Background: an optimization exercise with open tools, aiming at small area, a short achievable clock period and few clock cycles. Do not read the settings as production practice. Where RTL was checked, it was by simulation tests only, not by an equivalence proof against the original. Function not checked in runs 4 and 5: the RTL went through the layout flow alone. No activity file was given, so power comes from the tool's default toggle rates.

==> flow/design.v <==
module bfx_core (
    input  wire         clk,
    input  wire         rst,
    input  wire         cmd_valid,
    output wire         cmd_ready,
    input  wire [127:0] cmd_hdr,
    input  wire         pay_valid,
    output wire         pay_ready,
    input  wire [7:0]   pay_data,
    output wire         rsp_valid,
    input  wire         rsp_ready,
    output wire [7:0]   rsp_status,
    output wire [31:0]  rsp_value,
    output wire [31:0]  rsp_rlen,
    output wire         res_valid,
    input  wire         res_ready,
    output wire [7:0]   res_data
);
    localparam [7:0] OP_WRAP        = 8'h01, OP_ALLOCATE     = 8'h02,
                     OP_REMAINING   = 8'h03, OP_FLIP         = 8'h04,
                     OP_GET_BITS    = 8'h10, OP_GET_BITS_AT  = 8'h11,
                     OP_GET_BYTES   = 8'h12, OP_GET_BYTES_AT = 8'h13,
                     OP_PUT_BITS    = 8'h20, OP_PUT_BITS_AT  = 8'h21,
                     OP_PUT_BYTES   = 8'h22, OP_PUT_BYTES_AT = 8'h23,
                     OP_PUT_INT     = 8'h24, OP_PUT_SHORT    = 8'h25,
                     OP_ARRAY       = 8'h30, OP_USED_ARRAY   = 8'h31,
                     OP_PICK_MIDDLE = 8'h40, OP_PICK_LEFT    = 8'h41,
                     OP_PICK_RIGHT  = 8'h42, OP_RIGHT_MASK   = 8'h43,
                     OP_LEFT_MASK   = 8'h44;
    localparam [2:0] ST_OK = 3'd0, ST_INVALID_ARG = 3'd1, ST_OUT_OF_RANGE = 3'd2,
                     ST_ILLEGAL = 3'd3, ST_NO_BUFFER = 3'd4, ST_CAPACITY = 3'd5;
    reg         valid;
    reg [5:0]   len;           
    reg [2:0]   cap3;          
    reg [2:0]   pad;           
    reg [8:0]   pos;           
    reg [255:0] store;
    reg         cmd_rdy;       
    reg         rsp_v;
    reg [2:0]   r_status;
    reg [8:0]   r_value;
    reg [5:0]   r_rlen;
    reg         res_v;
    reg [7:0]   res_d;
    reg [5:0]   res_left;      
    reg         pay_rdy;
    reg [31:0]  creg;          
    reg [8:0]   bl;            
    reg [8:0]   ptr;           
    reg         c1;            
    reg         ok_r;          
    reg         k_w;           
    reg         k_wrap, k_alloc, k_flip, k_seq, k_getat, k_at_bytes,
                k_arr, k_used, k_pay;
    wire [5:0]  k    = ptr[8:3];
    wire [2:0]  b    = ptr[2:0];
    wire [3:0]  m_o  = ptr[7:4];                     
    wire [4:0]  m_e  = ptr[8:4] + {4'd0, ptr[3]};    
    wire [7:0]  eb [0:15];
    wire [7:0]  ob [0:15];
    genvar g;
    generate
        for (g = 0; g < 16; g = g + 1) begin : g_eo
            assign eb[g] = store[255 - 16*g -: 8];
            assign ob[g] = store[247 - 16*g -: 8];
        end
    endgenerate
    wire [15:0] oh_e = 16'd1 << m_e[3:0];
    wire [15:0] oh_o = 16'd1 << m_o;
    reg  [7:0]  ev, ov;
    integer q;
    always @(*) begin
        ev = 8'h00;
        ov = 8'h00;
        for (q = 0; q < 16; q = q + 1) begin
            ev = ev | (eb[q] & {8{oh_e[q]}});
            ov = ov | (ob[q] & {8{oh_o[q]}});
        end
    end
    wire [15:0] win  = k[0] ? {ov, ev} : {ev, ov};
    wire [15:0] wsh  = win << b;
    wire [7:0]  w8   = wsh[15:8];                    
    wire        bl_ge8   = (bl[8:3] != 6'd0);
    wire        bl_last  = !bl_ge8 || (bl[3] && bl[8:4] == 5'd0 && bl[2:0] == 3'd0);   
    wire        full8    = k_pay ? bl_ge8 : (bl[2:0] == 3'd0);
    wire [3:0]  chunk    = full8 ? 4'd8 : {1'b0, bl[2:0]};
    wire [8:0]  bl_nx    = bl_last ? 9'd0 :
                           (k_pay || bl[2:0] == 3'd0) ? {bl[8:3] - 6'd1, bl[2:0]} : {bl[8:3], 3'b000};
    wire [1:0]  cbyte    = bl[4:3] - {1'b0, bl[2:0] == 3'd0};      
    reg  [7:0]  cb;
    always @(*) begin
        case (cbyte)
            2'd0:    cb = creg[7:0];
            2'd1:    cb = creg[15:8];
            2'd2:    cb = creg[23:16];
            default: cb = creg[31:24];
        endcase
    end
    wire [7:0]  tmask = ~(8'hFF >> chunk);
    wire [7:0]  sral  = cb << (4'd8 - chunk);           
    wire [7:0]  src8  = k_pay ? pay_data : sral;
    wire [15:0] d16   = {src8 & tmask, 8'h00} >> b;
    wire [15:0] m16   = {tmask, 8'h00} >> b;
    wire [15:0] mrg   = (win & ~m16) | d16;
    wire        pay_fire = pay_valid && pay_rdy;
    wire        wact     = ok_r && k_w && (bl != 9'd0);
    wire        wen      = wact && (!k_pay || pay_fire);
    wire        clr      = c1 && ok_r && k_alloc;
    wire [7:0]  we_v     = clr ? 8'h00 : (k[0] ? mrg[7:0]  : mrg[15:8]);
    wire [7:0]  wo_v     = clr ? 8'h00 : (k[0] ? mrg[15:8] : mrg[7:0]);
    wire [3:0]  nr_at    = (bl[2:0] == 3'd0) ? 4'd8 : {1'b0, bl[2:0]};
    wire [3:0]  p_delta  = wact ? chunk : (c1 && k_getat) ? nr_at : 4'd8;
    wire [3:0]  pn_lo    = {1'b0, ptr[2:0]} + p_delta[3:0];
    wire [8:0]  ptr_nx   = {ptr[8:3] + {5'd0, pn_lo[3]}, pn_lo[2:0]};
    wire        mv      = c1 && ok_r && k_seq;
    wire [8:0]  pos_add = pos + bl;
    wire [8:0]  pos_new = (c1 && ok_r && (k_wrap || k_alloc || k_flip)) ? 9'd0 :
                          mv ? pos_add : pos;
    wire [7:0]  op  = cmd_hdr[127:120];
    wire [23:0] rsv = cmd_hdr[119:96];
    wire [31:0] A   = cmd_hdr[95:64];
    wire [31:0] B   = cmd_hdr[63:32];
    wire [31:0] C   = cmd_hdr[31:0];
    wire rsv_z = (rsv == 24'd0);
    wire a_z   = (A == 32'd0);
    wire b_z   = (B == 32'd0);
    wire c_z   = (C == 32'd0);
    wire c8_z  = (C[31:8] == 24'd0);
    wire c16_z = (C[31:16] == 16'd0);
    wire is_wrap   = (op == OP_WRAP);
    wire is_alloc  = (op == OP_ALLOCATE);
    wire is_flip   = (op == OP_FLIP);
    wire is_gbits  = (op == OP_GET_BITS);
    wire is_gbyt   = (op == OP_GET_BYTES);
    wire is_gbitsa = (op == OP_GET_BITS_AT);
    wire is_gbyta  = (op == OP_GET_BYTES_AT);
    wire is_pbits  = (op == OP_PUT_BITS);
    wire is_pbitsa = (op == OP_PUT_BITS_AT);
    wire is_pbyt   = (op == OP_PUT_BYTES);
    wire is_pbyta  = (op == OP_PUT_BYTES_AT);
    wire is_pint   = (op == OP_PUT_INT);
    wire is_pshort = (op == OP_PUT_SHORT);
    wire is_arr    = (op == OP_ARRAY);
    wire is_used   = (op == OP_USED_ARRAY);
    wire is_getat  = is_gbitsa || is_gbyta;
    wire is_putat  = is_pbitsa || is_pbyta;
    wire is_pay    = is_wrap || is_pbyt || is_pbyta;
    wire is_sput   = is_pbits || is_pbitsa || is_pint || is_pshort;
    reg legal;
    always @(*) begin
        case (op)
            OP_WRAP:                         legal = a_z && b_z;
            OP_ALLOCATE:                     legal = b_z && c_z;
            OP_REMAINING, OP_FLIP,
            OP_ARRAY, OP_USED_ARRAY:         legal = a_z && b_z && c_z;
            OP_GET_BITS, OP_GET_BYTES:       legal = b_z && c_z;
            OP_GET_BITS_AT, OP_GET_BYTES_AT: legal = c_z;
            OP_PUT_BITS:                     legal = b_z && c8_z;
            OP_PUT_BITS_AT:                  legal = c8_z;
            OP_PUT_BYTES:                    legal = b_z;
            OP_PUT_BYTES_AT:                 legal = 1'b1;
            OP_PUT_INT:                      legal = b_z;
            OP_PUT_SHORT:                    legal = b_z && c16_z;
            OP_PICK_MIDDLE:                  legal = c8_z;
            OP_PICK_LEFT, OP_PICK_RIGHT:     legal = b_z && c8_z;
            OP_RIGHT_MASK, OP_LEFT_MASK:     legal = b_z && c_z;
            default:                         legal = 1'b0;
        endcase
        legal = legal && rsv_z;
    end
    wire needs_buf = !(is_wrap || is_alloc || op[7:4] == 4'h4);
    wire [8:0]  a9      = A[8:0];
    wire        a_neg   = A[31];
    wire        a_small = (A[31:9] == 23'd0);            
    wire        a_le8   = (A[31:4] == 28'd0) && (A[3:0] <= 4'd8);
    wire        a_le16  = (A[31:5] == 27'd0) && (A[4:0] <= 5'd16);
    wire        a_le32  = (A[31:6] == 26'd0) && (A[5:0] <= 6'd32);
    wire        a_le256 = a_small && (a9 <= 9'd256);
    wire [8:0]  len8    = {len, 3'b000};
    wire [8:0]  len8p   = len8 - {6'd0, pad};
    wire [8:0]  rem     = len8p - pos;
    wire        rem_lt  = !(a_small && (a9 <= rem));
    wire [10:0] st_sum  = {2'b00, len8}  - {3'b000, B[7:0]} - {2'b00, a9};
    wire [10:0] ab_sum  = {2'b00, len8p} - {3'b000, B[7:0]} - {2'b00, a9};
    wire        in_stor = (B[31:8] == 24'd0) && (B[7:3] < len) && !st_sum[10];
    wire        abs_ok  = !ab_sum[10];
    wire        gt_dlen = ({3'b000, A} > {C, 3'b000});
    wire        c_gt32  = (C[31:6] != 26'd0) || (C[5:0] > 6'd32);
    wire        pm_ok   = (B[31:4] == 28'd0) && (B[3:0] <= 4'd8) &&
                          (A[31:4] == 28'd0) && (A[3:0] <= B[3:0]);
    reg [2:0] status;
    always @(*) begin
        status = ST_OK;
        if (!legal)
            status = ST_ILLEGAL;
        else if (needs_buf && !valid)
            status = ST_NO_BUFFER;
        else begin
            case (op)
                OP_WRAP:
                    if (c_z)                          status = ST_INVALID_ARG;
                    else if (c_gt32)                  status = ST_CAPACITY;
                OP_ALLOCATE:
                    if (a_neg || a_z)                 status = ST_INVALID_ARG;
                    else if (!a_le256)                status = ST_CAPACITY;
                OP_GET_BITS, OP_PUT_BITS:
                    if (!a_le8)                       status = ST_INVALID_ARG;
                    else if (rem_lt)                  status = ST_OUT_OF_RANGE;
                OP_GET_BITS_AT:
                    if (!a_le8)                       status = ST_INVALID_ARG;
                    else if (rem_lt || !in_stor)      status = ST_OUT_OF_RANGE;
                OP_GET_BYTES:
                    if (a_neg)                        status = ST_INVALID_ARG;
                    else if (rem_lt)                  status = ST_OUT_OF_RANGE;
                OP_GET_BYTES_AT:
                    if (a_neg)                        status = ST_INVALID_ARG;
                    else if (rem_lt || !in_stor)      status = ST_OUT_OF_RANGE;
                OP_PUT_BITS_AT:
                    if (!a_le8)                       status = ST_INVALID_ARG;
                    else if (rem_lt || !in_stor || !abs_ok)
                                                      status = ST_OUT_OF_RANGE;
                OP_PUT_BYTES:
                    if (a_neg || gt_dlen)             status = ST_INVALID_ARG;
                    else if (rem_lt)                  status = ST_OUT_OF_RANGE;
                OP_PUT_BYTES_AT:
                    if (a_neg || gt_dlen)             status = ST_INVALID_ARG;
                    else if (rem_lt || !in_stor || !abs_ok)
                                                      status = ST_OUT_OF_RANGE;
                OP_PUT_INT:
                    if (!a_le32)                      status = ST_INVALID_ARG;
                    else if (rem_lt)                  status = ST_OUT_OF_RANGE;
                OP_PUT_SHORT:
                    if (!a_le16)                      status = ST_INVALID_ARG;
                    else if (rem_lt)                  status = ST_OUT_OF_RANGE;
                OP_PICK_MIDDLE:
                    if (!pm_ok)                       status = ST_INVALID_ARG;
                OP_PICK_LEFT, OP_PICK_RIGHT, OP_RIGHT_MASK, OP_LEFT_MASK:
                    if (!a_le8)                       status = ST_INVALID_ARG;
                default: ;
            endcase
        end
    end
    wire ok = (status == ST_OK);
    wire [3:0] n4       = A[3:0];
    wire [7:0] data8    = C[7:0];
    wire [7:0] low_ones = ~(8'hFF << n4);
    wire [2:0] sh3      = cmd_rdy ? (is_gbyt ? a9[2:0] : n4[2:0]) : bl[2:0];
    wire       sh8      = cmd_rdy ? (is_gbyt ? (a9[2:0] == 3'd0) : n4[3]) :
                                    (k_at_bytes ? (bl[2:0] == 3'd0) : bl[3]);
    wire [15:0] rd_t    = {8'h00, w8} << sh3;
    wire [7:0] rd_n     = sh8 ? w8 : rd_t[15:8];
    wire [15:0] pl_t    = {8'h00, data8} << n4[2:0];
    wire [7:0]  pm_x    = data8 & (8'hFF >> n4);
    wire [15:0] pm_t    = {8'h00, pm_x} << B[3:0];
    reg [8:0] value;
    always @(*) begin
        case (op)
            OP_REMAINING:   value = rem;
            OP_GET_BITS:    value = {1'b0, rd_n};
            OP_PICK_MIDDLE: value = {1'b0, pm_t[15:8]};
            OP_PICK_LEFT:   value = {1'b0, n4[3] ? data8 : pl_t[15:8]};
            OP_PICK_RIGHT:  value = {1'b0, data8 & low_ones};
            OP_RIGHT_MASK:  value = {1'b0, low_ones};
            OP_LEFT_MASK:   value = {1'b0, ~(8'hFF >> n4)};
            default:        value = 9'd0;
        endcase
    end
    wire [5:0] n_bytes  = a9[8:3] + {5'd0, a9[2:0] != 3'd0};    
    wire [5:0] used_len = pos[8:3] + {5'd0, pos[2:0] != 3'd0};
    reg [5:0] rlen;
    always @(*) begin
        case (op)
            OP_GET_BYTES, OP_GET_BYTES_AT: rlen = n_bytes;
            OP_ARRAY:                      rlen = len;
            OP_USED_ARRAY:                 rlen = used_len;
            default:                       rlen = 6'd0;
        endcase
    end
    function [7:0] top_mask(input [2:0] m);
        top_mask = (m == 3'd0) ? 8'hFF : ~(8'hFF >> m);
    endfunction
    wire [7:0] s0       = store[255:248];
    wire [7:0] arr_mask = top_mask(cap3);
    wire [7:0] use_mask = top_mask(pos[2:0]);
    wire [7:0] lmask    = k_arr ? arr_mask : k_used ? use_mask : 8'hFF;
    wire [7:0] s0_arr   = s0 & ((len == 6'd1) ? arr_mask : 8'hFF);
    wire [7:0] s0_used  = s0 & ((used_len == 6'd1) ? use_mask : 8'hFF);
    wire [3:0] h_lo     = {1'b0, pos[2:0]} + {1'b0, a9[2:0]};
    wire       h_cy     = h_lo[3] || (a9[2:0] == 3'd0);
    wire [5:0] ph1      = pos[8:3] + 6'd1;
    assign cmd_ready  = cmd_rdy;
    assign pay_ready  = pay_rdy;
    assign rsp_valid  = rsp_v;
    assign rsp_status = {5'd0, r_status};
    assign rsp_value  = {23'd0, r_value & {9{ok_r}}};
    assign rsp_rlen   = {26'd0, r_rlen & {6{ok_r}}};
    assign res_valid  = res_v && ok_r;
    assign res_data   = res_d;
    wire hdr_fire = cmd_valid && cmd_rdy;
    wire rsp_fire = rsp_v && rsp_ready;
    wire res_fire = res_v && ok_r && res_ready;
    reg        n_rsp_v, n_res_v, n_pay_rdy, n_wbusy;
    always @(*) begin
        n_rsp_v   = (rsp_v && !rsp_fire) || (c1 && k_getat);
        n_res_v   = (res_v && ok_r && !(res_fire && res_left == 6'd1)) ||
                    (c1 && k_getat && k_at_bytes && ok_r && res_left != 6'd0);
        n_pay_rdy = pay_rdy && !(pay_fire && creg == 32'd1);
        n_wbusy   = wact && !k_pay && !bl_last;
    end
    always @(posedge clk) begin
        if (rst) begin
            cmd_rdy <= 1'b1;
            rsp_v   <= 1'b0;
            res_v   <= 1'b0;
            pay_rdy <= 1'b0;
            ok_r    <= 1'b0;
            c1      <= 1'b0;
            valid   <= 1'b0;
        end else if (hdr_fire) begin
            cmd_rdy  <= 1'b0;
            c1       <= 1'b1;
            ok_r     <= ok;
            rsp_v    <= !is_getat;
            res_v    <= (is_gbyt || is_arr || is_used) && (rlen != 6'd0);
            pay_rdy  <= is_pay && !c_z;
            r_status <= status;
            r_value  <= value;
            r_rlen   <= rlen;
            res_left <= rlen;
            creg     <= C;
            bl       <= is_wrap ? {C[5:0], 3'b000} : a9;
            k_w      <= is_sput || is_pay;
            k_wrap   <= is_wrap;
            k_alloc  <= is_alloc;
            k_flip   <= is_flip;
            k_seq    <= is_gbits || is_gbyt || is_pbits || is_pbyt || is_pint || is_pshort;
            k_getat  <= is_getat;
            k_at_bytes <= is_gbyta;
            k_arr    <= is_arr;
            k_used   <= is_used;
            k_pay    <= is_pay;
            if (is_gbyt)
                res_d <= rd_n;
            else if (is_arr)
                res_d <= s0_arr;
            else
                res_d <= s0_used;
            if (is_wrap)
                ptr <= 9'd0;
            else if (is_getat || is_putat)
                ptr <= B[8:0];
            else if (is_arr || is_used)
                ptr <= 9'd8;
            else if (is_gbyt)
                ptr <= {h_cy ? ph1 : pos[8:3], h_lo[2:0]};
        end else begin
            c1      <= 1'b0;
            cmd_rdy <= !(n_rsp_v || n_res_v || n_pay_rdy || n_wbusy);
            rsp_v   <= n_rsp_v;
            res_v   <= n_res_v;
            pay_rdy <= n_pay_rdy;
            pos <= pos_new;
            if (c1 && ok_r) begin
                if (k_wrap) begin
                    valid <= 1'b1;
                    len   <= creg[5:0];
                    cap3  <= 3'd0;
                    pad   <= 3'd0;
                end
                if (k_alloc) begin
                    valid <= 1'b1;
                    len   <= bl[8:3] + {5'd0, bl[2:0] != 3'd0};
                    cap3  <= bl[2:0];
                    pad   <= 3'd0 - bl[2:0];
                end
                if (k_flip && pos[2:0] != 3'd0)
                    pad <= 3'd0 - pos[2:0];
            end
            if (pay_fire)
                creg <= creg - 32'd1;
            if (wen) begin
                bl <= bl_nx;
                if (bl_last)
                    ptr <= pos_new;
                else
                    ptr <= ptr_nx;
            end
            if (res_fire) begin
                res_left <= res_left - 6'd1;
                if (res_left == 6'd1)
                    ptr <= pos_new;
                else begin
                    res_d <= w8 & ((res_left == 6'd2) ? lmask : 8'hFF);
                    ptr   <= ptr_nx;
                end
            end
            if (c1 && k_getat) begin
                if (!k_at_bytes)
                    r_value <= {1'b0, rd_n};
                res_d <= rd_n;
            end
            if (c1) begin
                if (k_getat && k_at_bytes && ok_r && res_left != 6'd0)
                    ptr <= ptr_nx;
                else if (!wact && !(res_v && ok_r))
                    ptr <= pos_new;
            end
        end
    end
    wire [31:0] k_oh  = 32'd1 << k[4:0];
    wire [31:0] k_sel = (k[5] ? 32'd0 : (k_oh | {k_oh[30:0], 1'b0})) & {32{wen}};
    integer i;
    always @(posedge clk) begin
        for (i = 0; i < 32; i = i + 1)
            if (clr || k_sel[i])
                store[255 - 8*i -: 8] <= (i % 2 == 0) ? we_v : wo_v;
    end
endmodule
==> flow/run.sh <==
#!/bin/bash
# synth_recipe.tcl (not shown) runs the flow's synth.tcl, then flattens the netlist and writes it again
# the make line also repeats each setting of config.mk as NAME=value (left out here)
make -C /OpenROAD-flow-scripts/flow DESIGN_CONFIG=/design/flow/config.mk WORK_HOME=/design/flow/orfs CLKGATE_MAP_FILE= SYNTH_SCRIPT=/design/flow/synth_recipe.tcl finish
==> flow/config.mk <==
export PLATFORM = sky130hd
export DESIGN_NAME = bfx_core
export DESIGN_NICKNAME = bfx_core
export VERILOG_FILES = /design/flow/design.v
export SDC_FILE = /design/flow/constraint.sdc
export NUM_CORES = 4
export LEC_CHECK = 0
export ABC_AREA = 1
export CAP_MARGIN = 20
export CORE_MARGIN = 2
export CORE_UTILIZATION = 40
export SETUP_SLACK_MARGIN = 5
export SLEW_MARGIN = 20
==> flow/constraint.sdc <==
create_clock -name core_clock -period 10.0 [get_ports {clk}]
set_input_delay 2.0000 -clock core_clock [delete_from_list [all_inputs] [get_ports {clk}]]
set_output_delay 2.0000 -clock core_clock [all_outputs]
set_load 0.01 [all_outputs]
==> impl_metrics.json, run 1 <==
{
  "setup_ws_ps": 5090,
  "tns_ps": 0,
  "cts_tree": "built",
  "vias_per_cell": 5.49,
  "pre_cts_slack_ps": 3960,
  "async_reset_ff_share_pct": 0,
  "firstDrtPassIters": 6,
  "core_area_sq_mm": 0.0647,
  "rows": 93,
  "clock_path_buffers": 3,
  "netlist_instances": 3276,
  "path_class": "primary input to register",
  "yosys_warnings": 1,
  "cts_root_buf": "clkbuf_16",
  "cp-end-kind": "register",
  "final_max_slew_viol_count": 0,
  "synth.most_common_cell": "nand2_1",
  "hp-start": "valid",
  "grt_pass1_vias": 22677,
  "final_cells": 4343,
  "wl_per_cell_um": 20.5,
  "drive_gt1_share_pct": 6.59,
  "critPathArrivalTime_ps": 5100,
  "multi_input_area_sq_mm": 0.0129,
  "synthFlopType": "edfxtp_1",
  "synth_cell_types": 71,
  "grt_max_degree": 52,
  "maxSlewHeadroom_pct": 23.6,
  "cap_viol_max_count": 0,
  "synth_top_area_share_pct": 42.2,
  "ir_drop_mv": 0.101,
  "whs_ps": 494,
  "switchingPower_w": 0.00139,
  "finalCritPeriodShare_pct": 49.1,
  "die_h_um": 260,
  "synthTopCellsByCount": "773 x nand2_1, 377 x inv_1, 369 x edfxtp_1",
  "grt_usage_pct": 25.9,
  "combPwrFrac_pct": 22.2,
  "hpwl_um": 68100,
  "antenna_found_initial": 0,
  "routabilityCongestion": 0.990,
  "hold_depth": 2,
  "synth.yosys.seq_area_share_pct": 42.7,
  "ant_nets": 0,
  "htree_levels": 2,
  "ioPinCount": 226,
  "layout.nets": 3741,
  "worst-r2r-cell-count": 23,
  "switching_share_pct": 30.3,
  "yosysTopAreaCell": "edfxtp_1",
  "syn2layout_area_growth_pct": 16.2,
  "r2r_slack_ps": 5320,
  "required_ps": 10180,
  "dieArea_sq_mm": 0.0677,
  "power_density_mw_per_mm2": 151,
  "ys_ff_latch": 376,
  "setup-violations-final": 0,
  "initial_core_util_pct": 40.6,
  "grt_overflow_total": 0,
  "worstMarginPinSlew_ps": 1140,
  "grt_setup_unrepaired": "true",
  "startpoint": "pay_valid",
  "dr.first_iter.drc_count": 2525,
  "status": "complete, no violations",
  "clock_power_share_pct": 37.0,
  "netlist_area_sq_mm": 0.0263,
  "drc": 0,
  "seqPwrFrac_pct": 40.8,
  "r2r-start": "ptr[6]",
  "synth_edf_count": 369,
  "seq_area_sq_mm": 0.0112,
  "grt_pass1_wl_um": 134000,
  "antennaDiodeCount": 0,
  "finalWirelength_um": 88900,
  "path_clk_slew_ps": 60,
  "internal_power_w": 0.00321,
  "cts_sinks": 376,
  "r2r_end": "res_d[3]",
  "hold_class": "register to register",
  "finClkSkew_ps": 21.2,
  "critPathLaunchType": "primary input",
  "fmax_mhz": 203,
  "fillers": 6395,
  "die_w_um": 260,
  "placedInstanceArea_sq_mm": 0.0287,
  "post-route-min-period_ps": 4910,
  "p_leak_nw": 12.9,
  "worstPathMaxFanout": 17,
  "port_buffers": 171,
  "cp-endpoint": "store[178]",
  "insertion_delay_ps": 580,
  "cts_buffers": 43,
  "dp.cells": 4254,
  "vias": 23861,
  "hold_viol": 0,
  "finish.instance_area_sq_mm": 0.0305,
  "ys_top_cells_by_area": "edfxtp_1 42%, nand2_1 11%, ha_1 6.6%",
  "synth_area_per_cell_sq_um": 8.01
}
## worst min-delay path by stage
stage	endpoint	slack, ps
2_1_floorplan	valid	460
3_3_place_gp	valid	480
5_1_grt	valid	540
6_report	valid	490
3_5_place_dp	valid	490
4_1_cts	valid	500
## what timing repair did
| item | CTS | global route |
|---|---|---|
| hold buffers | 0 | 0 |
| gates resized for setup | 9 | 24 |
| setup buffers | 1 | 7 |
| setup endpoints to repair | 4 | 163 |
## cell families (layout without fill, tap and decap cells)
| family | count (synthesis) | count (layout) | share of synthesized area, % |
|---|---|---|---|
| xor gates and xnor gates | 74 | 74 | 2.47 |
| adders and majority gates | 143 | 143 | 6.96 |
| DFF | 376 | 376 | 42.7 |
| AOI/OAI and AO/OA | 552 | 552 | 12.5 |
| buffers and inverters | 538 | 697 | 8.90 |
| muxes | 2 | 2 | 0.0763 |
| and+or+nand+nor | 1590 | 1590 | 26.3 |
| other | 1 | 54 | 0.0143 |
## stage by stage
step / utilization [%] / power, W
final: 47.1 / 0.00461
after global routing: 47.1 / 0.00478
after CTS: 46.7 / 0.00457
after detailed placement: 44.4 / 0.00287
after global placement: 44.3 / 0.00287
after floorplan: - / 0.00251
## routing by layer
layer	GRT usage, %	vias up	part of all wire (%)
met2	43.2	1010	47
met3	3.60	215	7.1
li1	-	11461	-
met1	34.0	11175	41
met5	0	-	0
met4	10.1	0	4.1
## worst max-delay path, cell delays in order
cell	delay, ps
clkdlybuf4s50_1	460
nand2_1	190
a21oi_4	350
clkinv_1	410
nor3_4	410
inv_1	300
o21ai_1	960
## state kept, by name (all words and copies together) (netlist names), 8 cells and up
register	cells
bl	9
pos	9
creg	32
r_value	9
ptr	9
store	256
res_d	8
## layout make-up
type	count	share of cell area, %
Inverter	397	5.07
Tap cell	855	3.51
Clock buffer	48	3.66
Multi-Input combinational cell	2415	42.4
Clock inverter	29	1.32
Timing Repair Buffer	223	7.22
Sequential cell	376	36.8
## power groups by stage
stage / Combinational, W / Sequential, W / Clock [W]
final: 0.00102 / 0.00188 / 0.00170
after global routing: 0.00112 / 0.00188 / 0.00178
after CTS: 0.000963 / 0.00188 / 0.00172
after detailed placement: 0.000958 / 0.00192 / 0
after global placement: 0.000955 / 0.00192 / 0
after floorplan: 0.000615 / 0.00189 / 0
## placed cells by master (no fill, tap or decap), types with 19 or more instances in the layout
cell and instances:
nand2_1 772, edfxtp_1 369, inv_1 367, nor2_1 322
nand3_1 300, o21ai_0 221, clkdlybuf4s50_1 166, ha_1 138
a21oi_1 123, conb_1 54, xor2_1 53, nor3_1 51
nand4_1 46, clkbuf_16 44, buf_4 40, o211ai_1 25
o21ai_1 21, o22ai_1 21, xnor2_1 20, a31oi_1 19
Testbench counts, summed over its fixed seeds: cycles 18,537.
==> run 2, diff against run 1 <==
--- a/flow/design.v
+++ b/flow/design.v
@@ -51,4 +51,8 @@
     reg         ok_r;          
     reg         k_w;           
+    reg         k_at;          
+    reg         b_hi_z;        
+    reg         k_big;         
+    reg         big_gt;        
     reg         k_wrap, k_alloc, k_flip, k_seq, k_getat, k_at_bytes,
                 k_arr, k_used, k_pay;
@@ -104,5 +108,5 @@
     wire [15:0] mrg   = (win & ~m16) | d16;
     wire        pay_fire = pay_valid && pay_rdy;
-    wire        wact     = ok_r && k_w && (bl != 9'd0);
+    wire        wact     = ok_r && k_w && (bl != 9'd0) && !(c1 && k_at);
     wire        wen      = wact && (!k_pay || pay_fire);
     wire        clr      = c1 && ok_r && k_alloc;
@@ -113,4 +117,8 @@
     wire [3:0]  pn_lo    = {1'b0, ptr[2:0]} + p_delta[3:0];
     wire [8:0]  ptr_nx   = {ptr[8:3] + {5'd0, pn_lo[3]}, pn_lo[2:0]};
+    wire [9:0]  at_end  = {1'b0, ptr} + {1'b0, bl};
+    wire        at_in   = b_hi_z && (ptr[7:3] < len) && (at_end <= {1'b0, len8});
+    wire        at_abs  = (at_end + {7'd0, pad} <= {1'b0, len8});
+    wire        at_bad  = c1 && k_at && ok_r && !(at_in && (at_abs || !k_w));
     wire        mv      = c1 && ok_r && k_seq;
     wire [8:0]  pos_add = pos + bl;
@@ -181,9 +189,9 @@
     wire [8:0]  rem     = len8p - pos;
     wire        rem_lt  = !(a_small && (a9 <= rem));
-    wire [10:0] st_sum  = {2'b00, len8}  - {3'b000, B[7:0]} - {2'b00, a9};
-    wire [10:0] ab_sum  = {2'b00, len8p} - {3'b000, B[7:0]} - {2'b00, a9};
-    wire        in_stor = (B[31:8] == 24'd0) && (B[7:3] < len) && !st_sum[10];
-    wire        abs_ok  = !ab_sum[10];
-    wire        gt_dlen = ({3'b000, A} > {C, 3'b000});
+    wire        in_stor = 1'b1;                            
+    wire        abs_ok  = 1'b1;
+    wire        gt_dlen = a_small && (C[31:6] == 26'd0) && (a9 > {C[5:0], 3'b000});
+    wire        gt_full = ({3'b000, A} > {C, 3'b000});
+    wire        pb_big  = (op == OP_PUT_BYTES || op == OP_PUT_BYTES_AT) && !a_neg && !a_small;
     wire        c_gt32  = (C[31:6] != 26'd0) || (C[5:0] > 6'd32);
     wire        pm_ok   = (B[31:4] == 28'd0) && (B[3:0] <= 4'd8) &&
@@ -302,9 +310,11 @@
     reg        n_rsp_v, n_res_v, n_pay_rdy, n_wbusy;
     always @(*) begin
-        n_rsp_v   = (rsp_v && !rsp_fire) || (c1 && k_getat);
+        n_rsp_v   = (rsp_v && !rsp_fire) || (c1 && (k_at || k_big));
         n_res_v   = (res_v && ok_r && !(res_fire && res_left == 6'd1)) ||
                     (c1 && k_getat && k_at_bytes && ok_r && res_left != 6'd0);
-        n_pay_rdy = pay_rdy && !(pay_fire && creg == 32'd1);
-        n_wbusy   = wact && !k_pay && !bl_last;
+        n_pay_rdy = (pay_rdy && !(pay_fire && creg == 32'd1)) ||
+                    (c1 && k_at && k_pay && creg != 32'd0);
+        n_wbusy   = (wact && !k_pay && !bl_last) ||
+                    (c1 && k_at && k_w && !k_pay && ok_r && bl != 9'd0);
     end
     always @(posedge clk) begin
@@ -321,7 +331,11 @@
             c1       <= 1'b1;
             ok_r     <= ok;
-            rsp_v    <= !is_getat;
+            rsp_v    <= !(is_getat || is_putat || pb_big);
+            k_big    <= pb_big;
+            big_gt   <= gt_full;
             res_v    <= (is_gbyt || is_arr || is_used) && (rlen != 6'd0);
-            pay_rdy  <= is_pay && !c_z;
+            pay_rdy  <= is_pay && !c_z && !is_putat;
+            k_at     <= is_getat || is_putat;
+            b_hi_z   <= (B[31:8] == 24'd0);
             r_status <= status;
             r_value  <= value;
@@ -401,9 +415,18 @@
             end
             if (c1) begin
+                if (at_bad) begin
+                    ok_r     <= 1'b0;
+                    r_status <= ST_OUT_OF_RANGE;
+                end
+                if (k_big && r_status == ST_OUT_OF_RANGE)
+                    r_status <= big_gt ? ST_INVALID_ARG : ST_OUT_OF_RANGE;
                 if (k_getat && k_at_bytes && ok_r && res_left != 6'd0)
                     ptr <= ptr_nx;
+                else if (k_at && k_w && ok_r && bl != 9'd0)
+                    ptr <= ptr;
                 else if (!wact && !(res_v && ok_r))
                     ptr <= pos_new;
-            end
+            end else if (!ok_r)
+                ptr <= pos;      
         end
     end
==> flow/flow/run.sh (new file) <==
#!/bin/bash
# Layout flow: the standard ORFS flow (same synthesis script, same
# config.mk and SDC) with these changes:
#  - port buffers of sky130_fd_sc_hd__buf_2 instead of the default pick;
#  - CTS without dummy loads.
set -euo pipefail
W=$PWD
make -C "$FLOW_HOME" DESIGN_CONFIG="$FLOW_CONFIG" WORK_HOME="$W/orfs" CLKGATE_MAP_FILE= \
    SYNTH_SCRIPT="$W/synth_recipe.tcl" ABC_AREA=1 CAP_MARGIN=20 CORE_MARGIN=2 \
    CORE_UTILIZATION=40 SETUP_SLACK_MARGIN=6.5 SLEW_MARGIN=20 \
    BUFFER_PORTS_ARGS="-buffer_cell sky130_fd_sc_hd__buf_2" \
    CTS_ARGS="-sink_clustering_enable -repair_clock_nets -dont_use_dummy_load" \
    finish > "$W/make_finish.log" 2>&1
: # left out here: write the final layout as DEF
==> flow/standard.sh (new file) <==
#!/bin/bash
# synth_recipe.tcl (not shown) runs the flow's synth.tcl, then flattens the netlist and writes it again
# the make line also repeats each setting of config.mk as NAME=value (left out here)
make -C /OpenROAD-flow-scripts/flow DESIGN_CONFIG=/design/flow/config.mk WORK_HOME=/design/flow/orfs CLKGATE_MAP_FILE= SYNTH_SCRIPT=/design/flow/synth_recipe.tcl "${@:-finish}"
removed: flow/run.sh
==> impl_metrics.json, run 2 <==
{
  "setup_ws_ps": 5900,
  "finalCritPeriodShare_pct": 41.0,
  "vias": 25612,
  "cts_sinks": 380,
  "status": "complete, no violations",
  "maxSlewHeadroom_pct": 26.8,
  "ir_drop_mv": 0.127,
  "port_buffers": 171,
  "hold_viol": 0,
  "setup-violations-final": 0,
  "hold_class": "register to register",
  "grt_overflow_total": 0,
  "grt_usage_pct": 27.7,
  "antennaDiodeCount": 0,
  "hpwl_um": 69300,
  "drc": 0,
  "yosys_warnings": 1,
  "required_ps": 10270,
  "htree_levels": 2,
  "routabilityCongestion": 0.977,
  "synth_cell_types": 69,
  "insertion_delay_ps": 590,
  "clock_power_share_pct": 28.5,
  "syn2layout_area_growth_pct": 29.5,
  "internal_power_w": 0.00316,
  "p_leak_nw": 14.4,
  "firstDrtPassIters": 6,
  "critPathLaunchType": "register",
  "cts_root_buf": "clkbuf_16",
  "die_h_um": 261,
  "switchingPower_w": 0.00154,
  "cts_tree": "built",
  "dr.first_iter.drc_count": 2554,
  "fmax_mhz": 244,
  "clock_path_buffers": 3,
  "pre_cts_slack_ps": 4860,
  "worstPathMaxFanout": 18,
  "dieArea_sq_mm": 0.0681,
  "final_common_cell": "nand2_1",
  "async_reset_ff_share_pct": 0,
  "grt_pass1_wl_um": 143000,
  "cts_buffers": 43,
  "ant_nets": 0,
  "finalWirelength_um": 97500,
  "max_stage_delay_ps": 430,
  "rows": 94,
  "cp-end-kind": "register",
  "most-common-layout-cells": "795 x nand2_1, 373 x edfxtp_1, 301 x inv_1",
  "cap_viol_max_count": 0,
  "antenna_found_initial": 0,
  "drive_gt1_share_pct": 28.2,
  "netlist_instances": 3335,
  "fillers": 6159,
  "finClkSkew_ps": 45.9,
  "netlist_area_sq_mm": 0.0264,
  "cpMostUsedCell": "nand2_1",
  "path_cells": "buf_12, ha_4, fa_2, xor2_2, ha_4, buf_4, nand2_1, a21oi_1, nand3_1, nor3_1, xor2_1, ha_1, nand2_1, nor3_1, o21ai_1, nand2_1, nand2_2, a31oi_4, nand2_1, nand3_2, inv_2",
  "placedInstanceArea_sq_mm": 0.0283,
  "ys_top_cells_by_area": "edfxtp_1 42%, nand2_1 13%, ha_1 6.4%",
  "top_regs": "store (256), creg (32)",
  "largest_reg_flops": 256,
  "ioPinCount": 226,
  "synth.most_common_cell": "nand2_1",
  "path_clk_slew_ps": 60,
  "core_area_sq_mm": 0.0656,
  "r2r_slack_ps": 5900,
  "combPwrFrac_pct": 31.3,
  "synth_top_area_share_pct": 42.4,
  "die_w_um": 261,
  "synthTopCellsByCount": "889 x nand2_1, 373 x edfxtp_1, 372 x inv_1",
  "synth.yosys.seq_area_share_pct": 42.9,
  "finish.instance_area_sq_mm": 0.0342,
  "final_max_slew_viol_count": 0,
  "initial_core_util_pct": 40.3,
  "power_density_mw_per_mm2": 137,
  "top_register": "store",
  "grt_max_degree": 57,
  "vias_per_cell": 5.59,
  "yosysTopAreaCell": "edfxtp_1",
  "synthFlopType": "edfxtp_1",
  "switching_share_pct": 32.7,
  "ys_ff_latch": 380,
  "worstMarginPinSlew_ps": 1090,
  "post-route-min-period_ps": 4100,
  "critPathArrivalTime_ps": 4370,
  "grt_pass1_vias": 24135,
  "path_class": "register to register",
  "wl_per_cell_um": 21.3,
  "synth_area_per_cell_sq_um": 7.93,
  "layout.nets": 4001,
  "seqPwrFrac_pct": 40.1,
  "synth_edf_count": 373,
  "grt_setup_unrepaired": "true",
  "tns_ps": 0,
  "worst_path_max_delay_cell": "edfxtp_1"
}
run 2: cell count changes after synthesis, sizes merged, moves of 5 or more:
cell / change
a21oi: +12
a32o: -7
buf: -9
inv: +6
nand2: +114
nand3: -49
nor2: -26
nor4: +6
o211ai: +7
o21a: -5
xor2: -5
run 2: critical path: cells and delay by family, from the launching register on:
kind	cells	cell delay [ps]
fa+ha+maj	4	1080
flops	1	430
compound gates	3	580
xor+xnor	2	380
buf+inv	3	390
simple gates	9	970
run 2: layer usage:
metal | routed length, um | GRT usage, % | share of wire [%]
met1 | 37700 | 34.4 | 39
met5 | 0 | 0 | 0
met2 | 46400 | 46.8 | 48
met4 | 5620 | 14.1 | 5.8
met3 | 7750 | 4.30 | 8.0
run 2: kinds of logic after synthesis:
| group | after synthesis | synth area share (%) |
|---|---|---|
| buf+inv | 537 | 8.72 |
| xor+xnor | 66 | 2.19 |
| flops | 380 | 42.9 |
| mux | 5 | 0.189 |
| compound gates | 561 | 12.5 |
| fa+ha+maj | 142 | 6.89 |
| simple gates | 1643 | 26.6 |
| other cells | 1 | 0.0142 |
run 2: final cells by class:
class                   count  area (sq um)  share of cell area [%]
multi-input cells        2474         15700                    45.9
well taps                 864          1080                    3.16
inverters                 402          1660                    4.85
flip-flops and latches    380         11300                    33.1
clock buffers              43          1080                    3.14
repair inverters            2          17.5                  0.0512
repair buffers            414          3350                    9.80
run 2: what timing repair did:
item                                    4_1_cts  5_1_grt
pin swaps                                   142      129
setup buffers                               159       62
resized for setup                           450      233
endpoints found under the setup margin      551      357
gates cloned                                  9        3
hold buffers                                  0        0
run 2: stage by stage:
step	instances	power, W	hold WS (ps)	utilization (%)
5_1_grt	4579	0.00489	552	52.2
6_report	4579	0.00470	557	52.2
2_1_floorplan	3388	0.00259	445	-
3_3_place_gp	4302	0.00291	516	43.2
4_1_cts	4513	0.00458	528	49.8
3_5_place_dp	4302	0.00292	520	43.2
run 2: power by group through the flow:
stage	clock network, W	logic [W]	registers [W]
finish	0.00134	0.00147	0.00189
global route	0.00142	0.00159	0.00189
CTS	0.00136	0.00134	0.00188
detailed placement	0	0.000991	0.00193
global placement	0	0.000986	0.00193
floorplan	0	0.000683	0.00191
run 2: worst paths after layout:
kind,depth (start not counted),to,start
max reg2reg,21,r_status[2],ptr[0]
min,2,valid,valid
min reg2reg,2,valid,valid
max,21,r_status[2],ptr[0]
Testbench counts of run 2, summed over its fixed seeds: cycles 18,831.
==> run 3, diff against run 2 <==
--- a/flow/flow/run.sh
+++ b/flow/flow/run.sh
@@ -8,5 +8,5 @@
 make -C "$FLOW_HOME" DESIGN_CONFIG="$FLOW_CONFIG" WORK_HOME="$W/orfs" CLKGATE_MAP_FILE= \
     SYNTH_SCRIPT="$W/synth_recipe.tcl" ABC_AREA=1 CAP_MARGIN=20 CORE_MARGIN=2 \
-    CORE_UTILIZATION=40 SETUP_SLACK_MARGIN=6.5 SLEW_MARGIN=20 \
+    CORE_UTILIZATION=40 SETUP_SLACK_MARGIN=6 SLEW_MARGIN=20 \
     BUFFER_PORTS_ARGS="-buffer_cell sky130_fd_sc_hd__buf_2" \
     CTS_ARGS="-sink_clustering_enable -repair_clock_nets -dont_use_dummy_load" \
==> impl_metrics.json, run 3 <==
{
  "status": "complete, no violations",
  "critPathArrivalTime_ps": 4320,
  "worst_path_max_delay_cell": "edfxtp_1",
  "post-route-min-period_ps": 4020,
  "initial_core_util_pct": 40.3,
  "finalWirelength_um": 95200,
  "finalCritPeriodShare_pct": 40.2,
  "vias": 24887,
  "insertion_delay_ps": 600,
  "critPathLaunchType": "register",
  "hpwl_um": 70200,
  "final_common_cell": "nand2_1",
  "crit_family": "adder cells",
  "yosys_warnings": 1,
  "firstDrtPassIters": 6,
  "die_w_um": 261,
  "core_area_sq_mm": 0.0656,
  "hold_class": "register to register",
  "most-common-layout-cells": "854 x nand2_1, 373 x edfxtp_1, 343 x inv_1",
  "vias_per_cell": 5.55,
  "grt_pass1_wl_um": 140000,
  "yosysTopAreaCell": "edfxtp_1",
  "maxSlewHeadroom_pct": 27.8,
  "hold_viol": 0,
  "netlist_area_sq_mm": 0.0264,
  "synth_cell_types": 69,
  "power_density_mw_per_mm2": 143,
  "setup_ws_ps": 5980,
  "fillers": 6449,
  "drc": 0,
  "cts_root_buf": "clkbuf_16",
  "worstPathMaxFanout": 3,
  "top_regs": "store (256), creg (32)",
  "cp-end-kind": "register",
  "dp.cells": 4321,
  "final_cells": 4487,
  "grt_usage_pct": 27.0,
  "synth.most_common_cell": "nand2_1",
  "async_reset_ff_share_pct": 0,
  "htree_levels": 2,
  "grt_setup_unrepaired": "true",
  "layout.nets": 3907,
  "top_register": "store",
  "largest_reg_flops": 256,
  "path_class": "register to register",
  "ant_nets": 0,
  "cts_buffers": 44,
  "synth_edf_count": 373,
  "cts_tree": "built",
  "syn2layout_area_growth_pct": 19.1,
  "p_leak_nw": 13.5,
  "dr.first_iter.drc_count": 2776,
  "worstMarginPinSlew_ps": 1080,
  "fmax_mhz": 248,
  "cap_viol_max_count": 0,
  "use_met1_pct": 35.5,
  "required_ps": 10290,
  "rows": 94,
  "dieArea_sq_mm": 0.0681,
  "synthTopCellsByCount": "889 x nand2_1, 373 x edfxtp_1, 372 x inv_1",
  "synthFlopType": "edfxtp_1",
  "wl_per_cell_um": 21.2,
  "whs_ps": 553,
  "die_h_um": 261,
  "synth.yosys.seq_area_share_pct": 42.9,
  "grt_max_degree": 65,
  "grt.busiest_layer": "met2",
  "cts_sinks": 380,
  "netlist_instances": 3335,
  "tns_ps": 0,
  "antenna_found_initial": 2,
  "pre_cts_slack_ps": 4830,
  "drive_gt1_share_pct": 18.9,
  "path_clk_slew_ps": 60,
  "synth_area_per_cell_sq_um": 7.93,
  "finClkSkew_ps": 76.1,
  "cpMostUsedCell": "nand2_2",
  "grt_util_met3_pct": 3.54,
  "synth_top_area_share_pct": 42.4,
  "grt_overflow_total": 0,
  "final_max_slew_viol_count": 0,
  "finish.instance_area_sq_mm": 0.0315,
  "routabilityCongestion": 0.988,
  "max_stage_delay_ps": 430,
  "ys_ff_latch": 380,
  "setup-violations-final": 0,
  "ir_drop_mv": 0.113,
  "placedInstanceArea_sq_mm": 0.0281,
  "path_buf_inv": 4,
  "ioPinCount": 226,
  "port_buffers": 171,
  "clock_path_buffers": 3,
  "grt_pass1_vias": 23092,
  "use_met2_pct": 45.0,
  "ys_top_cells_by_area": "edfxtp_1 42%, nand2_1 13%, ha_1 6.4%"
}
run 3: cell counts after synthesis:
No cell type changed its count.
run 3: cell type report:
cell class                      instances  area (sq um)  area share (%)
Timing Repair inverter                  1          5.00          0.0159
Tap cell                              864          1080            3.44
Multi-Input combinational cell       2473         14200            45.0
Antenna cell                            2          5.00          0.0159
Clock buffer                           44          1100            3.50
Inverter                              402          1570            4.98
Sequential cell                       380         11300            36.0
Timing Repair Buffer                  321          2190            6.97
run 3: kinds of logic (layout without fill, tap and decap cells):
kind of cell | after synthesis | after routing | share of synthesized area (%)
XOR/XNOR | 66 | 66 | 2.19
multiplexers | 5 | 5 | 0.189
other | 1 | 56 | 0.0142
buffers and inverters | 537 | 768 | 8.72
AND/OR/NAND/NOR | 1643 | 1645 | 26.6
AO/OA/AOI/OAI | 561 | 561 | 12.5
flip-flops | 380 | 380 | 42.9
adder cells (fa/ha/maj) | 142 | 142 | 6.89
run 3: worst reg2reg max path, cell delays in order (launching register included):
cell      delay, ps
edfxtp_1        430
buf_12          160
ha_4            150
fa_2            360
xor2_2          160
ha_1            290
a21oi_1         130
inv_1            80
a31oi_4         150
nor2_1           60
nand2_1         120
xnor2_1         120
inv_1            90
ha_4            270
nand2_2          60
nor2_2          120
a211oi_2         60
o21ai_4         140
a21oi_2          70
o21ai_2         170
nand2_1          80
nand2_2         120
a31oi_4         110
nand2_2          90
nand3_2          70
inv_2           120
run 3: routing by layer:
metal	vias up	part of all wire (%)
li1	11847	-
met1	11622	41
met2	1190	47
met3	228	7.4
met4	0	4.7
met5	-	0
run 3: metrics by stage:
| step | util, % | total power, W |
|---|---|---|
| 3_5_place_dp | 42.8 | 0.00290 |
| 6_report | 47.9 | 0.00451 |
| 3_3_place_gp | 42.8 | 0.00289 |
| 5_1_grt | 47.9 | 0.00468 |
| 4_1_cts | 45.9 | 0.00437 |
| 2_1_floorplan | - | 0.00256 |
run 3: final timing paths:
| check | start | end | slack, ps | depth (start not counted) |
|---|---|---|---|---|
| min reg2reg | valid | valid | 550 | 2 |
| max | ptr[0] | r_status[0] | 5980 | 25 |
| min | valid | valid | 550 | 2 |
| max reg2reg | ptr[0] | r_status[0] | 5980 | 25 |
run 3: where the power goes:
| part | internal, W | switching (W) | total, W |
|---|---|---|---|
| clock | 0.000767 | 0.000616 | 0.00138 |
| sequential | 0.00186 | 0.0000257 | 0.00188 |
| combinational | 0.000419 | 0.000825 | 0.00124 |
| total | 0.00304 | 0.00147 | 0.00451 |
run 3: timing repair:
item                       4_1_cts  5_1_grt
setup buffers                   53       59
gates cloned                     3        3
setup endpoints to repair      296      328
resized for setup              104      230
hold buffers                     0        0
pin swaps                       31       88
==> run 4, diff against run 3 <==
--- a/flow/design.v
+++ b/flow/design.v
@@ -59,6 +59,6 @@
     wire [5:0]  k    = ptr[8:3];
     wire [2:0]  b    = ptr[2:0];
-    wire [3:0]  m_o  = ptr[7:4];                     
-    wire [4:0]  m_e  = ptr[8:4] + {4'd0, ptr[3]};    
+    wire [15:0] oh_o = ptr[8] ? 16'd0 : (16'd1 << ptr[7:4]);
+    wire [15:0] oh_e = ptr[3] ? {oh_o[14:0], 1'b0} : oh_o;
     wire [7:0]  eb [0:15];
     wire [7:0]  ob [0:15];
@@ -70,6 +70,4 @@
         end
     endgenerate
-    wire [15:0] oh_e = 16'd1 << m_e[3:0];
-    wire [15:0] oh_o = 16'd1 << m_o;
     reg  [7:0]  ev, ov;
     integer q;
@@ -192,5 +190,5 @@
     wire        abs_ok  = 1'b1;
     wire        gt_dlen = a_small && (C[31:6] == 26'd0) && (a9 > {C[5:0], 3'b000});
-    wire        gt_full = ({3'b000, A} > {C, 3'b000});
+    wire        gt_full = (C[31:28] == 4'd0) && ({A[30:3], A[2:0] != 3'd0} > {C[27:0], 1'b0});
     wire        pb_big  = (op == OP_PUT_BYTES || op == OP_PUT_BYTES_AT) && !a_neg && !a_small;
     wire        c_gt32  = (C[31:6] != 26'd0) || (C[5:0] > 6'd32);
--- a/flow/flow/run.sh
+++ b/flow/flow/run.sh
@@ -3,5 +3,5 @@
 # config.mk and SDC) with these changes:
 #  - port buffers of sky130_fd_sc_hd__buf_2 instead of the default pick;
-#  - CTS without dummy loads.
+#  - CTS without dummy loads, from clkbuf_4 and clkbuf_8 cells.
 set -euo pipefail
 W=$PWD
@@ -10,5 +10,5 @@
     CORE_UTILIZATION=40 SETUP_SLACK_MARGIN=6 SLEW_MARGIN=20 \
     BUFFER_PORTS_ARGS="-buffer_cell sky130_fd_sc_hd__buf_2" \
-    CTS_ARGS="-sink_clustering_enable -repair_clock_nets -dont_use_dummy_load" \
+    CTS_ARGS="-sink_clustering_enable -repair_clock_nets -dont_use_dummy_load -buf_list {sky130_fd_sc_hd__clkbuf_4 sky130_fd_sc_hd__clkbuf_8}" \
     finish > "$W/make_finish.log" 2>&1
 : # left out here: write the final layout as DEF
==> impl_metrics.json, run 4 <==
{
  "yosysTopAreaCell": "edfxtp_1",
  "ioPinCount": 226,
  "worstMarginPinSlew_ps": 1070,
  "synthTopCellsByCount": "806 x nand2_1, 373 x edfxtp_1, 355 x inv_1",
  "async_reset_ff_share_pct": 0,
  "vias_per_cell": 5.68,
  "core_area_sq_mm": 0.0657,
  "required_ps": 10380,
  "finalCritPeriodShare_pct": 41.2,
  "grt_pass1_wl_um": 142000,
  "critPathArrivalTime_ps": 4500,
  "cap_viol_max_count": 0,
  "fmax_mhz": 243,
  "status": "complete, no violations",
  "htree_levels": 3,
  "hold_depth": 2,
  "path_clk_slew_ps": 60,
  "port_buffers": 171,
  "fillers": 6478,
  "vias": 25498,
  "synth_edf_count": 373,
  "synth.most_common_cell": "nand2_1",
  "initial_core_util_pct": 40.5,
  "layout.nets": 3904,
  "routabilityCongestion": 0.977,
  "grt_usage_pct": 27.6,
  "drive_gt1_share_pct": 19.9,
  "cts_tree": "built",
  "netlist_area_sq_mm": 0.0266,
  "cts_root_buf": "clkbuf_8",
  "power_density_mw_per_mm2": 139,
  "most-common-layout-cells": "787 x nand2_1, 373 x edfxtp_1, 325 x inv_1",
  "dr.first_iter.drc_count": 3166,
  "insertion_delay_ps": 680,
  "finClkSkew_ps": 101,
  "maxSlewHeadroom_pct": 28.5,
  "dieArea_sq_mm": 0.0686,
  "synth_area_per_cell_sq_um": 8.01,
  "hpwl_um": 72400,
  "final_max_slew_viol_count": 0,
  "power.total_w": 0.00439,
  "grt_max_degree": 60,
  "p_leak_nw": 13.5,
  "finalWirelength_um": 99200,
  "cts_buffers": 67,
  "final_common_cell": "nand2_1",
  "post-route-min-period_ps": 4120,
  "synth.yosys.seq_area_share_pct": 42.6,
  "grt_pass1_vias": 22895,
  "clock_path_buffers": 3,
  "drc": 0,
  "multi_input_area_sq_mm": 0.0142,
  "synth_cell_types": 74,
  "hold_viol": 0,
  "top_regs": "store (256), creg (32)",
  "largest_reg_flops": 256,
  "cp-end-kind": "register",
  "synth_top_area_share_pct": 42.1,
  "setup-violations-final": 0,
  "ant_nets": 0,
  "synthFlopType": "edfxtp_1",
  "cts_sinks": 380,
  "seq_area_sq_mm": 0.0113,
  "yosys_warnings": 1,
  "ys_top_cells_by_area": "edfxtp_1 42%, nand2_1 11%, ha_1 6.0%",
  "wl_per_cell_um": 22.1,
  "hold_class": "register to register",
  "ir_drop_mv": 0.121,
  "tns_ps": 0,
  "ys_ff_latch": 380,
  "rows": 94,
  "grt_setup_unrepaired": "true",
  "worst-r2r-cell-count": 23,
  "die_h_um": 262,
  "critPathLaunchType": "register",
  "syn2layout_area_growth_pct": 18.5,
  "netlist_instances": 3320,
  "worstPathMaxFanout": 4,
  "die_w_um": 262,
  "top_register": "store",
  "antenna_found_initial": 6,
  "grt_overflow_total": 0,
  "path_class": "register to register",
  "firstDrtPassIters": 6
}
## run 4: cell count changes in the layout (fill, tap and decap cells not counted), sizes merged, moves of 7 or more
cell     change
nor2        +20
buf         +24
o2bb2ai      -7
nand3       +54
clkbuf      +21
ha           -8
nor3        -16
a21oi       -21
o21ai        +8
nand4       +43
inv         -30
nand2       -83
## run 4: kinds of logic (layout without fill, tap and decap cells)
kind of cell / count (synthesis) / after routing / share of synthesized area (%)
multiplexers: 5 / 5 / 0.188
AND/OR/NAND/NOR: 1660 / 1660 / 27.8
other: 1 / 56 / 0.0141
buffers and inverters: 536 / 789 / 8.78
AO/OA/AOI/OAI: 540 / 540 / 12.0
adder cells (fa/ha/maj): 134 / 134 / 6.47
XOR/XNOR: 64 / 64 / 2.11
flip-flops: 380 / 380 / 42.6
## run 4: final timing paths
kind | to | startpoint | slack, ps
worst max-delay path | r_status[0] | bl[0] | 5880
worst min-delay path | valid | valid | 560
worst min register to register | valid | valid | 560
worst max register to register | r_status[0] | bl[0] | 5880
## run 4: layout make-up
cell class | count | share of cell area, %
sequential | 380 | 36.0
tap | 864 | 3.43
antenna | 2 | 0.0159
timing repair buffer | 342 | 7.77
timing repair inverter | 2 | 0.0397
multi-input combinational | 2457 | 45.1
inverter | 378 | 4.78
clock buffer | 67 | 2.93
## run 4: layer usage
metal	GRT usage, %	share of wire, %	vias up
met1	40.2	43	12020
met2	41.6	44	1341
met3	4.76	10	210
li1	-	-	11923
met5	0	0.021	-
met4	8.98	3.2	4
## run 4: metrics by stage
step                hold WS (ps)  cells  utilization [%]  setup WS (ps)  instance area [sq um]
floorplan                    429   3373                -           6040                  26800
global placement             515   4273             42.6           4650                  28000
detailed placement           530   4276             42.7           4530                  28100
CTS                          540   4429             46.0           5830                  30200
global route                 548   4491             47.9           5670                  31500
finish                       557   4492             47.9           5880                  31500
## run 4: repair_timing
action	in CTS	in global routing
setup endpoints to repair	384	376
cloned	0	6
pin swaps	36	59
buffers inserted	86	55
gates resized for setup	124	221
hold buffers	0	0
## run 4: worst max-delay path: stages, from the launching register on
cell       delay, ps
edfxtp_1         410
ha_2             210
fa_2             400
xor2_4           240
ha_4             250
a21oi_2          130
inv_2             60
a31oi_4          160
nor3_2            80
xnor2_1          160
inv_1             90
ha_4             290
nand2_4           50
buf_4            140
nor3_4           110
o2111ai_2        140
o32ai_2          260
nand2_1          110
nand2_2           90
nand2_4           90
a31oi_4          200
nand2_1           70
nand2_1           70
inv_2             60
## run 4: power breakdown
part	total (W)	switching (W)	internal (W)
clock network	0.00118	0.000589	0.000590
registers	0.00191	0.0000333	0.00187
logic	0.00130	0.000857	0.000442
==> run 5, diff against run 4 <==
--- a/flow/flow/run.sh
+++ b/flow/flow/run.sh
@@ -3,9 +3,10 @@
 # config.mk and SDC) with these changes:
 #  - port buffers of sky130_fd_sc_hd__buf_2 instead of the default pick;
-#  - CTS without dummy loads, from clkbuf_4 and clkbuf_8 cells.
+#  - CTS without dummy loads, from clkbuf_4 and clkbuf_8 cells;
+#  - the speed script of ABC (ABC_AREA 0).
 set -euo pipefail
 W=$PWD
 make -C "$FLOW_HOME" DESIGN_CONFIG="$FLOW_CONFIG" WORK_HOME="$W/orfs" CLKGATE_MAP_FILE= \
-    SYNTH_SCRIPT="$W/synth_recipe.tcl" ABC_AREA=1 CAP_MARGIN=20 CORE_MARGIN=2 \
+    SYNTH_SCRIPT="$W/synth_recipe.tcl" CAP_MARGIN=20 CORE_MARGIN=2 \
     CORE_UTILIZATION=40 SETUP_SLACK_MARGIN=6 SLEW_MARGIN=20 \
     BUFFER_PORTS_ARGS="-buffer_cell sky130_fd_sc_hd__buf_2" \
--- a/flow/config.mk
+++ b/flow/config.mk
@@ -6,5 +6,4 @@
 export NUM_CORES = 4
 export LEC_CHECK = 0
-export ABC_AREA = 1
 export CAP_MARGIN = 20
 export CORE_MARGIN = 2
==> impl_metrics.json, run 5 <==
{
  "rows": 94,
  "wl_met2_um": 47000,
  "tns_ps": 0,
  "die_h_um": 262,
  "die_w_um": 262,
  "dr.max_layer_used": "met5",
  "netlist_instances": 2709,
  "synth.yosys.seq_area_share_pct": 42.5,
  "top_regs": "store (256), creg (32)",
  "grt_pass1_wl_um": 159000,
  "path_clk_slew_ps": 60,
  "worstPathMaxFanout": 8,
  "htree_levels": 2,
  "antenna_found_initial": 6,
  "vias_per_cell": 6.53,
  "synth.most_common_cell": "edfxtp_1",
  "max_stage_delay_ps": 560,
  "synthTopCellsByCount": "373 x edfxtp_1, 267 x nand2_1, 211 x nor2_1",
  "cpMostUsedCell": "ha_4",
  "async_reset_ff_share_pct": 0,
  "vias": 25346,
  "drive_gt1_share_pct": 27.6,
  "hold_viol": 0,
  "insertion_delay_ps": 690,
  "largest_reg_flops": 256,
  "worstMarginPinSlew_ps": 1190,
  "synthFlopType": "edfxtp_1",
  "firstDrtPassIters": 8,
  "cts_root_buf": "clkbuf_8",
  "top_register": "store",
  "finalCritPeriodShare_pct": 42.0,
  "synth_area_per_cell_sq_um": 9.85,
  "post-route-min-period_ps": 4200,
  "synth_top_area_share_pct": 42.0,
  "syn2layout_area_growth_pct": 23.9,
  "status": "complete, no violations",
  "dieArea_sq_mm": 0.0688,
  "cts_buffers": 60,
  "finClkSkew_ps": 95.2,
  "drc": 0,
  "hold_class": "register to register",
  "routabilityCongestion": 0.999,
  "worst_path_max_delay_cell": "mux4_2",
  "wl_per_cell_um": 28.2,
  "final_common_cell": "edfxtp_1",
  "yosys_warnings": 1,
  "ioPinCount": 226,
  "synth_cell_types": 116,
  "setup-violations-final": 0,
  "cts_sinks": 380,
  "final_max_slew_viol_count": 0,
  "power.total_w": 0.00448,
  "port_buffers": 171,
  "grt_overflow_total": 0,
  "hpwl_um": 75800,
  "dr.first_iter.drc_count": 3483,
  "synth_edf_count": 373,
  "path_cells": "buf_6, inv_4, ha_4, ha_4, ha_4, xnor2_4, mux4_2, mux4_2, nand2_2, a311o_1, nand2_1, o21ai_2, nor2_1, a2111o_1, a32o_4",
  "critPathArrivalTime_ps": 4590,
  "ir_drop_mv": 0.104,
  "fmax_mhz": 238,
  "wl_met3_um": 12600,
  "drt-met1-wl_um": 45200,
  "maxSlewHeadroom_pct": 20.8,
  "ys_ff_latch": 380,
  "p_leak_nw": 12.4,
  "path_class": "register to register",
  "grt_pass1_vias": 23852,
  "grt_usage_pct": 30.1,
  "critPathLaunchType": "register",
  "grt_max_degree": 81,
  "yosysTopAreaCell": "edfxtp_1",
  "finalWirelength_um": 110000,
  "grt_setup_unrepaired": "true",
  "cap_viol_max_count": 0,
  "netlist_area_sq_mm": 0.0267,
  "ys_top_cells_by_area": "edfxtp_1 42%, ha_1 6.0%, nand2_1 3.8%",
  "clock_path_buffers": 3,
  "most-common-layout-cells": "373 x edfxtp_1, 257 x nand2_1, 200 x nor2_1",
  "initial_core_util_pct": 40.5,
  "cts_tree": "built",
  "core_area_sq_mm": 0.0659,
  "power_density_mw_per_mm2": 135,
  "ant_nets": 0,
  "required_ps": 10400,
  "layout.nets": 3292,
  "cp-end-kind": "register"
}
## run 5: metal layers
layer	GRT usage (%)	vias up
li1	-	10817
met1	43.3	12368
met2	45.2	1811
met3	5.72	348
met4	10.7	2
met5	0	-
## run 5: repair_timing
action | CTS | global route
setup buffers | 114 | 58
pin swaps | 104 | 84
hold endpoints to repair | 0 | 0
resized for setup | 236 | 158
gates cloned | 12 | 5
hold buffers | 0 | 0
setup endpoints to repair | 311 | 284
## run 5: path summary, 6_finish.rpt
path | startpoint | end | slack (ps) | depth (start not counted)
max reg2reg | bl[0] | store[185] | 5800 | 15
min reg2reg | valid | valid | 530 | 1
min | valid | valid | 530 | 1
max | bl[0] | store[185] | 5800 | 15
## run 5: layout make-up
cell class | instances | area [sq um]
fill | 5986 | 32800
inverter | 114 | 442
multi-input combinational | 2062 | 16000
sequential | 380 | 11300
timing repair buffer | 398 | 3360
tap | 864 | 1080
clock buffer | 60 | 826
antenna | 2 | 5.00
## run 5: cell families after synthesis
kind of cell	count (synthesis)	synth area share (%)
AO/OA/AOI/OAI	718	18.3
XOR/XNOR	90	2.98
adder cells (fa/ha/maj)	134	6.45
buffers and inverters	322	6.01
flip-flops	380	42.5
multiplexers	119	5.69
other	1	0.0141
AND/OR/NAND/NOR	945	18.0
## run 5: power by group
part / total (W) / internal [W] / switching [W]
logic: 0.00148 / 0.000605 / 0.000871
registers: 0.00189 / 0.00185 / 0.0000381
clock network: 0.00111 / 0.000524 / 0.000584
## run 5: stage by stage
stage               setup slack [ps]  instance area (sq um)  util [%]  cells  hold WS (ps)
floorplan                       5620                  27300         -   2762           428
global placement                4440                  28300      43.0   3628           509
detailed placement              4480                  28400      43.1   3629           518
CTS                             5920                  31700      48.2   3815           531
global route                    5770                  33000      50.2   3879           552
finish                          5800                  33000      50.2   3880           534
## run 5: worst max-delay path: cells and delay by family (launching register included)
| kind | cells | cell delay, ps |
|---|---|---|
| AO/OA/AOI/OAI | 4 | 1310 |
| multiplexers | 2 | 1050 |
| adder cells (fa/ha/maj) | 3 | 520 |
| flip-flops | 1 | 400 |
| XOR/XNOR | 1 | 250 |
| AND/OR/NAND/NOR | 3 | 220 |
| buffers and inverters | 2 | 150 |

what the ideal ports hide:
How much do the figures lean on ideal ports? The routed layouts below were timed once more, with nothing changed but the port constraints.
Step 1: set_driving_cell puts a clkbuf_16 on clk and a buf_2 on each other input, an assumption about the parent block.
Step 2 moves the port delays by t, midway between the first and last clock arrival at a register: inputs arrive t later, outputs are due t later. That takes back most of the time a late clock gives input paths.
Three values: ideal ports, drivers, drivers and shift; two values: the first two.
run | shift t [ns] | slack for setup (ns) | worst setup path at the end
run 1 | 0.627 | 5.085 / 5.119 / 4.492 | input to register
run 2 | 0.621 | 5.896 / 5.896 / 5.660 | input to register
run 3 | 0.631 | 5.975 / 5.975 / 5.503 | input to register
run 4 | 0.679 | 5.882 / 5.882 / 5.418 | input to register
run 5 | 0.706 | 5.802 / 5.802 / 5.308 | input to register
After both steps setup and hold are still met in every run listed. For run 1, which loses most, drivers alone change the setup slack by +0.034 ns; drivers and shift together by -0.593 ns.
